This is an optimization exercise on Yosys and OpenROAD, whose aim is small area, not a production implementation. The RTL was checked by simulation tests, not by an equivalence proof against the original design. Power and IR drop assume default switching activity.

==> inputs of zinc <==
==> flow/design.v (excerpt) <==
module owc (
    input  wire       clk,
    input  wire       rst,
    input  wire       host_we,
    input  wire [5:0] host_addr,
    input  wire [7:0] host_wdata,
    output reg  [7:0] host_rdata,
    input  wire       ms_tick,
    output wire       t_req,
    output reg  [2:0] t_op,
    output reg  [7:0] t_arg,
    input  wire       t_done,
    input  wire       t_busy,
    input  wire [7:0] t_rdata
);
clock: 12.0 ns
lec_check: 0
cap_margin: 20
core_margin: 2
core_utilization: 60
slew_margin: 20
standard.sh (not shown) runs the stock make flow with config.mk's settings and CLKGATE_MAP_FILE= SYNTH_SCRIPT=/design/flow/synth_recipe.tcl, a recipe that flattens the netlist after the stock synthesis.
==> flow/flow/run.sh <==
#!/bin/bash
# Layout flow: the standard flow (standard.sh), with two changes:
#  - the combinational logic is mapped by ABC with an area-oriented script
#    (flow/area.abc). The synthesis is otherwise ORFS's own with the standard flow's
#    settings (flow/alt_synth.tcl = synth_recipe.tcl plus the abc script swap),
#    so the registers are the standard synthesis's; if their names or cell
#    types differ in any way, the standard netlist is used instead;
#  - clock tree synthesis uses clkbuf_4 buffers in small clusters and no
#    dummy loads; the port buffers are buf_1.
# Each tool's output goes to a log file of its own in this folder.
set -uo pipefail
HERE=$PWD
R=$HERE/orfs/results/$FLOW_PLATFORM/owc/base
A=$HERE/orfs_alt/results/$FLOW_PLATFORM/owc/base

export CTS_ARGS="-sink_clustering_enable -repair_clock_nets -dont_use_dummy_load -buf_list sky130_fd_sc_hd__clkbuf_4 -sink_clustering_size 8 -sink_clustering_max_diameter 50"
export BUFFER_PORTS_ARGS="-buffer_cell sky130_fd_sc_hd__buf_1"

# 1. standard synthesis
bash standard.sh synth > $HERE/1_std_synth.log 2>&1 || exit 1

# 2. the same synthesis with the area-oriented ABC script, in its own work folder
MK=$(grep '^make ' standard.sh | sed -e 's/ "\${@:-finish}"$//' \
     -e "s#WORK_HOME=[^ ]*#WORK_HOME=$HERE/orfs_alt#" \
     -e "s#SYNTH_SCRIPT=[^ ]*#SYNTH_SCRIPT=$HERE/flow/alt_synth.tcl#")
export MY_ABC_SCRIPT=$HERE/flow/area.abc
if eval "$MK $A/1_2_yosys.v" > $HERE/2_alt_synth.log 2>&1 && \
   python3 $HERE/flow/cmp_ff.py $R/1_2_yosys.v $A/1_2_yosys.v > $HERE/3_cmp_ff.log 2>&1; then
    cp $A/1_2_yosys.v $R/1_2_yosys.v
    rm -f $R/1_synth.odb $R/1_synth.sdc
    echo "using the area-mapped netlist" >> $HERE/3_cmp_ff.log
else
    echo "using the standard netlist" >> $HERE/3_cmp_ff.log
fi

# 3. the rest of the standard flow
bash standard.sh > $HERE/4_std_finish.log 2>&1
Other scripts of this flow, unchanged in this note and not shown: flow/flow/alt_synth.tcl, flow/flow/area.abc, flow/flow/cmp_ff.py
==> quartz (differences from zinc) <==
--- a/flow/design.v
+++ b/flow/design.v
@@ -33,17 +33,15 @@
                      S_RDATA = 5'd9,    
                      S_POLL  = 5'd10,   
                      S_PWR   = 5'd11,   
                      S_SF0   = 5'd12,   
                      S_TRIP  = 5'd13,   
-                     S_INS   = 5'd16,   
+                     S_RSH   = 5'd16,   
                      S_DELAY = 5'd17,   
                      S_SROT  = 5'd18,   
                      S_SCHK  = 5'd19,   
                      S_TF    = 5'd20,   
-                     S_INSB  = 5'd22,   
-                     S_WAITC = 5'd23,   
                      S_SCLR  = 5'd21;   
     reg  [7:0] cmd;
     reg        st_rvalid, st_sdone, st_spu, st_pwr;
     reg  [2:0] err;         
     reg  [5:0] flags;
@@ -57,12 +55,11 @@
     reg  [6:0] lastdisc;
     reg  [7:0] alarm_h, alarm_l, config_b;
     reg [63:0] sp;          
     reg  [7:0] sp8;         
     reg [16:0] tf;          
-    reg [63:0] spbuf;
-    reg  [7:0] hbuf;        
+    reg [63:0] spbuf;       
     reg  [7:0] wcrc;        
     reg  [4:0] state;
     reg  [9:0] cnt;         
     reg        pass2;
     reg  [2:0] racc;        
@@ -88,11 +85,10 @@
     always @(*) begin
         if (!busy) rd_addr = host_addr;
         else case (state)
             S_ROM:   rd_addr = {3'b001, cnt[2:0]};                   
             S_WDATA: rd_addr = {4'b0110, cnt[1:0]};                  
-            S_TF:    rd_addr = {5'b10000, cnt[3]};                   
             default: rd_addr = {4'b0001, {2{cmd[2] & cmd[1]}}};      
         endcase
     end
     always @(*) begin
         host_rdata = {rd_data[7:1], rd_data[0] | (busy && host_addr == 6'h01)};
@@ -200,15 +196,11 @@
             r = c;
             for (i = 0; i < 8; i = i + 1) r = crc8_bit(r, b[i]);
             crc8_update = r;
         end
     endfunction
-    wire       sp_bit  = hbuf[cnt[2:0]];
-    wire [3:0] sp_byte = {pass2, cd, ca};    
-    wire       ring_in = (state == S_INS && cnt[5:0] == {sp_byte[2:0], 3'b000}) ||
-                         state == S_INSB;
-    always @(posedge clk) spbuf <= {ring_in ? sp_bit : spbuf[0], spbuf[63:1]};
+    wire       sp_bit  = spbuf[{3'b111, cnt[2:0]}];
     reg  [2:0]  racc_n;
     always @(*) begin
         racc_n = racc;
         if (sp_bit) begin
             case ({cnt[1:0], racc})
@@ -223,11 +215,11 @@
                 default:   racc_n = racc;
             endcase
         end
     end
     wire        tc_s   = sp[15];
-    wire        tc_j   = cnt[4] ? tc_s : rd_data[cnt[2:0]];
+    wire        tc_j   = cnt[4] ? tc_s : spbuf[cnt[2:0]];
     reg         k_j;
     always @(*) begin
         case (cnt[4:0])
             5'd0:  k_j = racc[0];
             5'd1:  k_j = racc[1];
@@ -405,14 +397,11 @@
                                     2'd2: cnt <= 10'd648;
                                     default: cnt <= 10'd272;
                                 endcase
                                 state <= S_DELAY;
                             end
-                        end else if (c_rsp) begin
-                            {pass2, cd, ca} <= 4'd0;
-                            state <= S_RDATA;
-                        end
+                        end else if (c_rsp) state <= S_RDATA;
                         else if (c_wsp) begin
                             if (!pass2) begin
                                 cnt   <= 10'd1;
                                 state <= S_WDATA;
                             end
@@ -430,52 +419,41 @@
                     else if (cnt[1] && cnt[0]) begin
                         pass2 <= 1'b1;
                         state <= S_RST;
                     end else cnt <= cnt + 10'd1;
                 end
-                S_RDATA: begin
-                    cnt <= cnt + 10'd1;
-                    if (t_done) begin
-                        hbuf <= t_rdata;
-                        if (t_busy) abort_cmd(E_TIMEOUT);
-                        else if (sp_byte[3]) state <= S_WAITC;
-                        else state <= S_INS;
-                    end
-                end
-                S_INS, S_INSB: begin
-                    cnt <= cnt + 10'd1;
-                    if (ring_in) begin
-                        wcrc <= wcrc_n;
-                        if (sp_byte[3:1] == 3'd0) racc <= racc_n;
-                        state <= S_INSB;
-                        if (cnt[2:0] == 3'd7) begin
-                            {pass2, cd, ca} <= sp_byte + 4'd1;
-                            state <= S_RDATA;
-                        end
-                    end
-                end
-                S_WAITC: begin
-                    cnt <= cnt + 10'd1;
-                    if (cnt[5:0] == 6'd0) begin
-                        if (wcrc != hbuf) abort_cmd(E_CRC);
+                S_RDATA: if (t_done) begin
+                    if (t_busy) abort_cmd(E_TIMEOUT);
+                    else if (cnt[6]) begin
+                        if (wcrc != t_rdata) abort_cmd(E_CRC);
                         else begin
                             sp        <= spbuf;
-                            sp8       <= hbuf;
+                            sp8       <= t_rdata;
                             st_rvalid <= 1'b1;
                             cnt       <= 10'd0;
                             ca        <= 2'd0;
                             cd        <= 1'b0;
                             state     <= S_TF;
                         end
+                    end else begin
+                        spbuf <= {t_rdata, spbuf[63:8]};
+                        state <= S_RSH;
                     end
                 end
+                S_RSH: begin
+                    wcrc <= wcrc_n;
+                    if (cnt[6:4] == 3'd0) racc <= racc_n;
+                    cnt  <= cnt + 10'd1;
+                    if (cnt[2:0] == 3'd7) state <= S_RDATA;
+                end
                 S_TF: begin
                     cnt <= cnt + 10'd1;
                     ca  <= zsum[2:1];
                     cd  <= (y_j & yd2) | (y_j & cd) | (yd2 & cd);
                     wcrc <= wcrc_n;
                     tf  <= {y_j, tf[16:1]};
+                    if (cnt[2:0] == 3'd7) spbuf <= {t_rdata, spbuf[63:8]};
                     if (cnt[4]) state <= S_IDLE;
                 end
                 S_POLL: if (t_done) begin
                     if (t_busy) abort_cmd(E_TIMEOUT);
                     else if (t_rdata[0]) state <= S_IDLE;
==> run notes <==
Of zinc and quartz, quartz has the higher hold slack (gap 0.14 ns). Between zinc and quartz, the lower via count is in quartz (gap 4.6%, measured against quartz). Maximum frequency: zinc is smaller than quartz (about 4.6%). Utilization: zinc is lower than quartz (0.50 points). In sequential power, zinc and quartz hardly differ. Between quartz and zinc, the lower clock power is in quartz (gap about 4%, measured against zinc). In quartz the synthesized cell count is smaller than in zinc, by 4.3%. In quartz the non-clock buffer count is higher than in zinc, by 7. Final area: zinc is lower than quartz (1.3%). Against zinc, the worst setup slack of quartz is better by 0.41 ns.
==> figures <==
item                                                  quartz            zinc
Result of the run                             finished clean  finished clean
Sum of internal, switching and leakage power         2180 µW         2221 µW
Number of clock sinks                                    390             398
Sequential share of power                              0.671           0.659
Gpl congestion                                         1.048           1.100
Worst hold margin                                  0.4373 ns       0.3004 ns
Final design instance area without fill            18660 µm²       18420 µm²
Height of the die                                   173.3 µm        172.3 µm
Seq area share                                        0.6039          0.5901
Peak supply drop                                    111.4 µV        129.4 µV
Critical path depth in cells                              10              16
Top fanout value on the critical path                     11              22
Switching part of the total                           0.2205          0.2315
Horizontal die dimension                            173.3 µm        172.3 µm
HPWL after DPL                                      48760 µm        52110 µm
Number of cells produced by synthesis                   1351            1411
Vias in the first global route                         13360           13720
Clk tree area frac                                   0.02293         0.02363
Number of nets in the layout                            1552            1607
Reg2Reg Launch Point                                  cnt[1]        state[2]
Placed Instance Area                               18210 µm²       17970 µm²
Relative slew margins                                 0.2349          0.1462

-- separate check: timing with driven ports --
The flow's constraints put no driver on any port. The routed layouts listed below were extracted and timed again, unchanged, in two steps. Step 1 sets driving cells, clkbuf_16 on the clock port and buf_2 on the other inputs (assumed; they add their load-dependent delay and slew). Step 2, shift: input delay + t, output delay - t, t = (earliest + latest rising clock arrival at the registers) / 2. This alone moves slack from input paths to output paths. a / b / c = ideal ports / drivers / drivers and shift; a / b = the first two.
run | t (ns) | setup slack, ns | worst hold slack (ns)
zinc | 0.751 | 3.136 / 3.088 / 3.210 | 0.300 / 0.300 / 0.300
quartz | 0.736 | 3.547 / 3.524 / 3.524 | 0.437 / 0.437 / 0.437
After both steps setup and hold are still met in every run listed. For quartz, which loses most, drivers alone change the setup slack by -0.023 ns; drivers and shift together by -0.023 ns.
